From an optimization exercise on the open Yosys and OpenROAD flow, aimed at small area and few clock cycles; shortcuts taken in it are not production practice.
In this exercise RTL edits were held to simulation tests only and were not proved equivalent to the original.
Power is estimated from default activity; no workload was simulated.

==> inputs of v14 <==
Design geq_encoder, start of the top module:
module geq_encoder (
    input  wire         clk,
    input  wire         rst,               
    input  wire         in_valid,
    output wire         in_ready,
    input  wire [7:0]   in_board_id,
    input  wire [7:0]   in_frame_seq,
    input  wire [7:0]   in_brightness,
    input  wire [423:0] in_bars,           
    input  wire         in_scope_en,
    input  wire [423:0] in_scope,          
    input  wire         in_vu_en,
    input  wire [31:0]  in_vu,             
    output wire         out_valid,
    input  wire         out_ready,
    output reg  [7:0]   out_byte,
    output wire         out_last
);
    localparam [6:0] POS0  = 7'd6;            
    localparam [6:0] P_HDR = POS0 + 7'd2;     
    localparam [6:0] P_BAR = POS0 + 7'd5;     
    localparam [6:0] P_SCP = POS0 + 7'd58;    
    localparam [6:0] P_VU  = POS0 + 7'd111;   
    localparam [6:0] P_CHK = POS0 + 7'd115;   
    function [3:0] code4;
        input [7:0] v;
        reg h;
        begin
  ...
clock: 10.0 ns
lec_check: 0
cap_margin: 20
core_area: 5 5 325 325
die_area: 0 0 330 330
slew_margin: 20
synth_hierarchical: 1
standard.sh (not shown) runs the stock make flow with config.mk's settings and CLKGATE_MAP_FILE= SYNTH_SCRIPT=/design/flow/synth_recipe.tcl, a recipe that flattens the netlist after the stock synthesis.
==> flow/flow/run.sh <==
#!/bin/bash
# The standard layout, with each port buffered by the smallest buffer
# (sky130_fd_sc_hd__buf_1) instead of the cell buffer_ports picks by itself,
# and a clock tree of small clock buffers without dummy loads.
set -euo pipefail
cd "$(dirname "$0")/.."
export BUFFER_PORTS_ARGS="-buffer_cell sky130_fd_sc_hd__buf_1"
export CTS_ARGS="-sink_clustering_enable -repair_clock_nets -buf_list sky130_fd_sc_hd__clkbuf_4 -root_buf sky130_fd_sc_hd__clkbuf_8 -sink_clustering_size 9 -sink_clustering_max_diameter 60 -dont_use_dummy_load"
bash standard.sh finish > standard.log 2>&1
==> inputs of v17, as changes to v14 <==
--- a/flow/design.v
+++ b/flow/design.v
@@ -1,22 +1,38 @@
-module geq_aor8 (
-    input  wire [7:0] s,
-    input  wire [7:0] d,
+module geq_aoi3 (
+    input  wire [2:0] s,
+    input  wire [2:0] d,
     output wire       y
 );
-    assign y = |(s & d);
+    assign y = ~|(s & d);
+endmodule
+module geq_aoi2 (
+    input  wire [1:0] s,
+    input  wire [1:0] d,
+    output wire       y
+);
+    assign y = ~|(s & d);
 endmodule
 module geq_hold (
     input  wire take,
     input  wire hold,
     input  wire v,
     input  wire q,
     output wire d
 );
     assign d = (take & v) | (hold & q);
+endmodule
+module geq_holdn (
+    input  wire x,
+    input  wire hold,
+    input  wire v,
+    input  wire q,
+    output wire d
+);
+    assign d = (~v & ~x) | (hold & q);
 endmodule
 module geq_encoder (
     input  wire         clk,
     input  wire         rst,               
     input  wire         in_valid,
     output wire         in_ready,
     input  wire [7:0]   in_board_id,
@@ -99,18 +115,30 @@
         end
         for (i = 0; i < 4; i = i + 1)
             st_v[448 + 6*i +: 6] = code6(in_vu[8*i +: 8]);
         st_v[472] = in_scope_en;
         st_v[473] = in_vu_en;
     end
     wire hold = !take;
+    wire [105:0] fx;
     genvar f;
     generate
+        for (f = 0; f < 53; f = f + 1) begin : g_x
+            assign fx[f]      = hold | (|in_bars[8*f+4 +: 4]);
+            assign fx[53 + f] = hold | (|in_scope[8*f+4 +: 4]);
+        end
         for (f = 0; f < NSTORE; f = f + 1) begin : g_st
-            geq_hold u_hold (.take(take), .hold(hold), .v(st_v[f]), .q(st_q[f]), .d(st_d[f]));
+            if (f >= 24 && f < 448 && (f % 4) >= 2) begin : g_n
+                geq_holdn u_hold (.x(fx[(f - 24) / 4]), .hold(hold),
+                                  .v(f < 236 ? in_bars[8*((f - 24) / 4) + (f % 4)]
+                                             : in_scope[8*((f - 236) / 4) + (f % 4)]),
+                                  .q(st_q[f]), .d(st_d[f]));
+            end else begin : g_p
+                geq_hold u_hold (.take(take), .hold(hold), .v(st_v[f]), .q(st_q[f]), .d(st_d[f]));
+            end
         end
         for (f = 0; f < 53; f = f + 1) begin : g_q
             assign bar_q[4*f +: 4] = bar[f];
             assign scp_q[4*f +: 4] = scp[f];
         end
     endgenerate
     always @(posedge clk) begin
@@ -145,15 +173,19 @@
     generate
         for (r = 1; r <= 14; r = r + 1) begin : g_row
             for (b = 0; b < 4; b = b + 1) begin : g_bit
                 wire [7:0] d;
                 for (c = 0; c < 8; c = c + 1) begin : g_col
                     assign d[c] = slot[8*r + c][b];
                 end
-                geq_aor8 u_aor (.s(col), .d(d), .y(row_y[r][b]));
+                wire [2:0] n;
+                geq_aoi3 u_a (.s(col[2:0]), .d(d[2:0]), .y(n[0]));
+                geq_aoi3 u_b (.s(col[5:3]), .d(d[5:3]), .y(n[1]));
+                geq_aoi2 u_c (.s(col[7:6]), .d(d[7:6]), .y(n[2]));
+                assign row_y[r][b] = ~&n;
             end
         end
     endgenerate
     reg [3:0] lo;
     always @* begin
         lo = (pos == P_VU + 7'd3) ? vu[3][3:0] : 4'h0;
         for (i = 1; i <= 14; i = i + 1)
==> flow/flow/run.sh (replaced) <==
#!/bin/bash
# The standard layout, with three changes:
# - after synthesis, every combinational cell gets the smallest drive of its
#   family (flow/downsize.tcl); the later repair steps size up where needed;
# - each port is buffered by the smallest buffer (sky130_fd_sc_hd__buf_1)
#   instead of the cell buffer_ports picks by itself;
# - a clock tree of small clock buffers without dummy loads.
set -euo pipefail
cd "$(dirname "$0")/.."
export BUFFER_PORTS_ARGS="-buffer_cell sky130_fd_sc_hd__buf_1"
export CTS_ARGS="-sink_clustering_enable -repair_clock_nets -buf_list sky130_fd_sc_hd__clkbuf_4 -root_buf sky130_fd_sc_hd__clkbuf_8 -sink_clustering_size 9 -sink_clustering_max_diameter 60 -dont_use_dummy_load"
bash standard.sh synth > synth.log 2>&1
ODB=orfs/results/sky130hd/geq_encoder/base/1_synth.odb openroad -no_init -exit flow/downsize.tcl > downsize.log 2>&1
bash standard.sh finish > standard.log 2>&1
==> flow/flow/downsize.tcl (new file) <==
# Area recovery on the synthesized netlist: give every combinational cell the
# smallest drive strength of its family (same function and pins). The layout
# steps that follow (repair_design, repair_timing) size up again wherever
# slew, capacitance or timing need it. Registers are left as they are.
read_db $::env(ODB)
set db [ord::get_db]
set skip {^(df|edf|sdf|dl|sdl|clk|conb|tap|fill|decap|diode|lpflow|probe|ebuf|einv|macro)}
set best [dict create]
foreach lib [$db getLibs] {
  foreach m [$lib getMasters] {
    if {![regexp {^sky130_fd_sc_hd__([a-z0-9]+)_([0-9]+)$} [$m getName] -> fam d]} continue
    if {[regexp $skip $fam]} continue
    set a [expr {[$m getWidth] * [$m getHeight]}]
    if {![dict exists $best $fam] || $a < [lindex [dict get $best $fam] 1]} {
      dict set best $fam [list $m $a]
    }
  }
}
set n 0
set saved 0.0
foreach inst [[ord::get_db_block] getInsts] {
  set m [$inst getMaster]
  if {![regexp {^sky130_fd_sc_hd__([a-z0-9]+)_([0-9]+)$} [$m getName] -> fam d]} continue
  if {![dict exists $best $fam]} continue
  lassign [dict get $best $fam] bm ba
  set a [expr {[$m getWidth] * [$m getHeight]}]
  if {$ba < $a && [$inst swapMaster $bm]} {
    incr n
    set saved [expr {$saved + ($a - $ba) / 1e6}]
  }
}
puts "downsized $n cells, [format %.1f $saved] um2"
write_db $::env(ODB)
Settings changed: CAP_MARGIN 20 to 0, SLEW_MARGIN 20 to 0.
==> inputs of v35, as changes to v14 <==
--- a/flow/design.v
+++ b/flow/design.v
@@ -1,22 +1,38 @@
-module geq_aor8 (
-    input  wire [7:0] s,
-    input  wire [7:0] d,
+module geq_aoi3 (
+    input  wire [2:0] s,
+    input  wire [2:0] d,
     output wire       y
 );
-    assign y = |(s & d);
+    assign y = ~|(s & d);
+endmodule
+module geq_aoi2 (
+    input  wire [1:0] s,
+    input  wire [1:0] d,
+    output wire       y
+);
+    assign y = ~|(s & d);
 endmodule
 module geq_hold (
     input  wire take,
     input  wire hold,
     input  wire v,
     input  wire q,
     output wire d
 );
     assign d = (take & v) | (hold & q);
+endmodule
+module geq_holdn (
+    input  wire x,
+    input  wire hold,
+    input  wire v,
+    input  wire q,
+    output wire d
+);
+    assign d = (~v & ~x) | (hold & q);
 endmodule
 module geq_encoder (
     input  wire         clk,
     input  wire         rst,               
     input  wire         in_valid,
     output wire         in_ready,
     input  wire [7:0]   in_board_id,
@@ -99,18 +115,30 @@
         end
         for (i = 0; i < 4; i = i + 1)
             st_v[448 + 6*i +: 6] = code6(in_vu[8*i +: 8]);
         st_v[472] = in_scope_en;
         st_v[473] = in_vu_en;
     end
     wire hold = !take;
+    wire [105:0] fx;
     genvar f;
     generate
+        for (f = 0; f < 53; f = f + 1) begin : g_x
+            assign fx[f]      = hold | (|in_bars[8*f+4 +: 4]);
+            assign fx[53 + f] = hold | (|in_scope[8*f+4 +: 4]);
+        end
         for (f = 0; f < NSTORE; f = f + 1) begin : g_st
-            geq_hold u_hold (.take(take), .hold(hold), .v(st_v[f]), .q(st_q[f]), .d(st_d[f]));
+            if (f >= 24 && f < 448 && (f % 4) >= 2) begin : g_n
+                geq_holdn u_hold (.x(fx[(f - 24) / 4]), .hold(hold),
+                                  .v(f < 236 ? in_bars[8*((f - 24) / 4) + (f % 4)]
+                                             : in_scope[8*((f - 236) / 4) + (f % 4)]),
+                                  .q(st_q[f]), .d(st_d[f]));
+            end else begin : g_p
+                geq_hold u_hold (.take(take), .hold(hold), .v(st_v[f]), .q(st_q[f]), .d(st_d[f]));
+            end
         end
         for (f = 0; f < 53; f = f + 1) begin : g_q
             assign bar_q[4*f +: 4] = bar[f];
             assign scp_q[4*f +: 4] = scp[f];
         end
     endgenerate
     always @(posedge clk) begin
@@ -145,15 +173,19 @@
     generate
         for (r = 1; r <= 14; r = r + 1) begin : g_row
             for (b = 0; b < 4; b = b + 1) begin : g_bit
                 wire [7:0] d;
                 for (c = 0; c < 8; c = c + 1) begin : g_col
                     assign d[c] = slot[8*r + c][b];
                 end
-                geq_aor8 u_aor (.s(col), .d(d), .y(row_y[r][b]));
+                wire [2:0] n;
+                geq_aoi3 u_a (.s(col[2:0]), .d(d[2:0]), .y(n[0]));
+                geq_aoi3 u_b (.s(col[5:3]), .d(d[5:3]), .y(n[1]));
+                geq_aoi2 u_c (.s(col[7:6]), .d(d[7:6]), .y(n[2]));
+                assign row_y[r][b] = ~&n;
             end
         end
     endgenerate
     reg [3:0] lo;
     always @* begin
         lo = (pos == P_VU + 7'd3) ? vu[3][3:0] : 4'h0;
         for (i = 1; i <= 14; i = i + 1)
==> flow/flow/run.sh (replaced) <==
#!/bin/bash
# The standard layout, with three changes:
# - after synthesis, every combinational cell gets the smallest drive of its
#   family (flow/downsize.tcl); the later repair steps size up where needed;
# - each port is buffered by the smallest buffer (sky130_fd_sc_hd__buf_1)
#   instead of the cell buffer_ports picks by itself;
# - a clock tree of small clock buffers without dummy loads;
# - pins placed as close as one routing track apart, for a smaller die.
set -euo pipefail
cd "$(dirname "$0")/.."
export BUFFER_PORTS_ARGS="-buffer_cell sky130_fd_sc_hd__buf_1"
export PLACE_PINS_ARGS="-min_distance 1 -min_distance_in_tracks"
export CTS_ARGS="-sink_clustering_enable -repair_clock_nets -buf_list sky130_fd_sc_hd__clkbuf_4 -root_buf sky130_fd_sc_hd__clkbuf_8 -sink_clustering_size 9 -sink_clustering_max_diameter 60 -dont_use_dummy_load"
bash standard.sh synth > synth.log 2>&1
ODB=orfs/results/sky130hd/geq_encoder/base/1_synth.odb openroad -no_init -exit flow/downsize.tcl > downsize.log 2>&1
bash standard.sh finish > standard.log 2>&1
==> flow/flow/downsize.tcl (new file) <==
# Area recovery on the synthesized netlist: give every combinational cell the
# smallest drive strength of its family (same function and pins). The layout
# steps that follow (repair_design, repair_timing) size up again wherever
# slew, capacitance or timing need it. Registers are left as they are.
read_db $::env(ODB)
set db [ord::get_db]
set skip {^(df|edf|sdf|dl|sdl|clk|conb|tap|fill|decap|diode|lpflow|probe|ebuf|einv|macro)}
set best [dict create]
foreach lib [$db getLibs] {
  foreach m [$lib getMasters] {
    if {![regexp {^sky130_fd_sc_hd__([a-z0-9]+)_([0-9]+)$} [$m getName] -> fam d]} continue
    if {[regexp $skip $fam]} continue
    set a [expr {[$m getWidth] * [$m getHeight]}]
    if {![dict exists $best $fam] || $a < [lindex [dict get $best $fam] 1]} {
      dict set best $fam [list $m $a]
    }
  }
}
set n 0
set saved 0.0
foreach inst [[ord::get_db_block] getInsts] {
  set m [$inst getMaster]
  if {![regexp {^sky130_fd_sc_hd__([a-z0-9]+)_([0-9]+)$} [$m getName] -> fam d]} continue
  if {![dict exists $best $fam]} continue
  lassign [dict get $best $fam] bm ba
  set a [expr {[$m getWidth] * [$m getHeight]}]
  if {$ba < $a && [$inst swapMaster $bm]} {
    incr n
    set saved [expr {$saved + ($a - $ba) / 1e6}]
  }
}
puts "downsized $n cells, [format %.1f $saved] um2"
write_db $::env(ODB)
Settings changed: CORE_AREA 5 5 325 325 to 5 5 195 195, DIE_AREA 0 0 330 330 to 0 0 200 200, PLACE_DENSITY set to 0.75.
==> inputs of v37, as changes to v14 <==
Settings changed: PLACE_DENSITY set to 0.85.
==> comparison table <==
| quantity | v14 | v37 | v17 | v35 |
|---|---|---|---|---|
| Run status | no timing/DRC/antenna violations | no timing/DRC/antenna violations | no timing/DRC/antenna violations | no timing/DRC/antenna violations |
| Core outline area | 102000 µm² | 102000 µm² | 102000 µm² | 35600 µm² |
| Cell variety after synth | 63 | 63 | - | - |
| Synth top area share | 50.6% | 50.6% | - | - |
| Leakage power total | 8.97 nW | 8.97 nW | 7.93 nW | 7.81 nW |
| Cell Int Power | 2.74 mW | 2.73 mW | 2.74 mW | 2.66 mW |
| Placed Instance Area | 24700 µm² | 24700 µm² | 23800 µm² | 22500 µm² |
| Area growth, synth to finish | 30.6% | 30.5% | 32.9% | 25.4% |
| Min Tclk post-route | 7670 ps | 7680 ps | 7960 ps | 7400 ps |
| Reg-to-reg slack, setup | 5010 ps | 5010 ps | 5020 ps | 4140 ps |
| Worst hold endpoint | scp[17][3] | scp[32][3] | scp[46][2] | bar[13][2] |
| GR Util met3 | 3.23% | 4.55% | 6.04% | 9.62% |
| Clock insertion delay at the later pin of the skew report | 690 ps | 680 ps | 710 ps | 640 ps |
| Share of cell area taken by flip-flops and latches | 38.8% | 38.8% | 40.1% | 42.5% |
| Number of flops mapped to enable cells by yosys | 0 | 0 | - | - |
| Power consumed by sequential cells | 2.24 mW | 2.24 mW | 2.25 mW | 2.24 mW |
| Number of cell instances on the worst register-to-register path | 13 | 12 | 11 | 12 |
| Synth Cell Area | 19400 µm² | 19400 µm² | 18400 µm² | 18400 µm² |
Testbench counts of v14, summed over its fixed seeds: cycles 139,208.
Testbench counts of v17, summed over its fixed seeds: cycles 139,208.
Testbench counts of v35, summed over its fixed seeds: cycles 139,208.
Testbench counts of v37, summed over its fixed seeds: cycles 139,208.

-- what the ideal ports hide --
No port has a modelled driver above. Below, the same layouts with a new extraction and two added sets of constraints. Step 1, drivers: a clkbuf_16 drives clk and a buf_2 each remaining input, both assumed. Step 2 also shifts input and output timing later by t, the mid clock arrival at the registers, as if the neighbouring blocks saw the same clock. Slacks: no drivers / after step 1 / after step 2; pairs: no drivers / after step 1.
run	shift t [ns]	setup WS [ns]	worst data-port slew with drivers (ns)
v14	0.724	2.326 / 2.261 / 2.985	0.26
v17	0.714	2.044 / 1.986 / 2.700	0.22
v35	0.657	2.603 / 2.555 / 3.211	0.13
v37	0.704	2.319 / 2.251 / 2.955	0.22
After both steps every run listed still meets setup and hold.
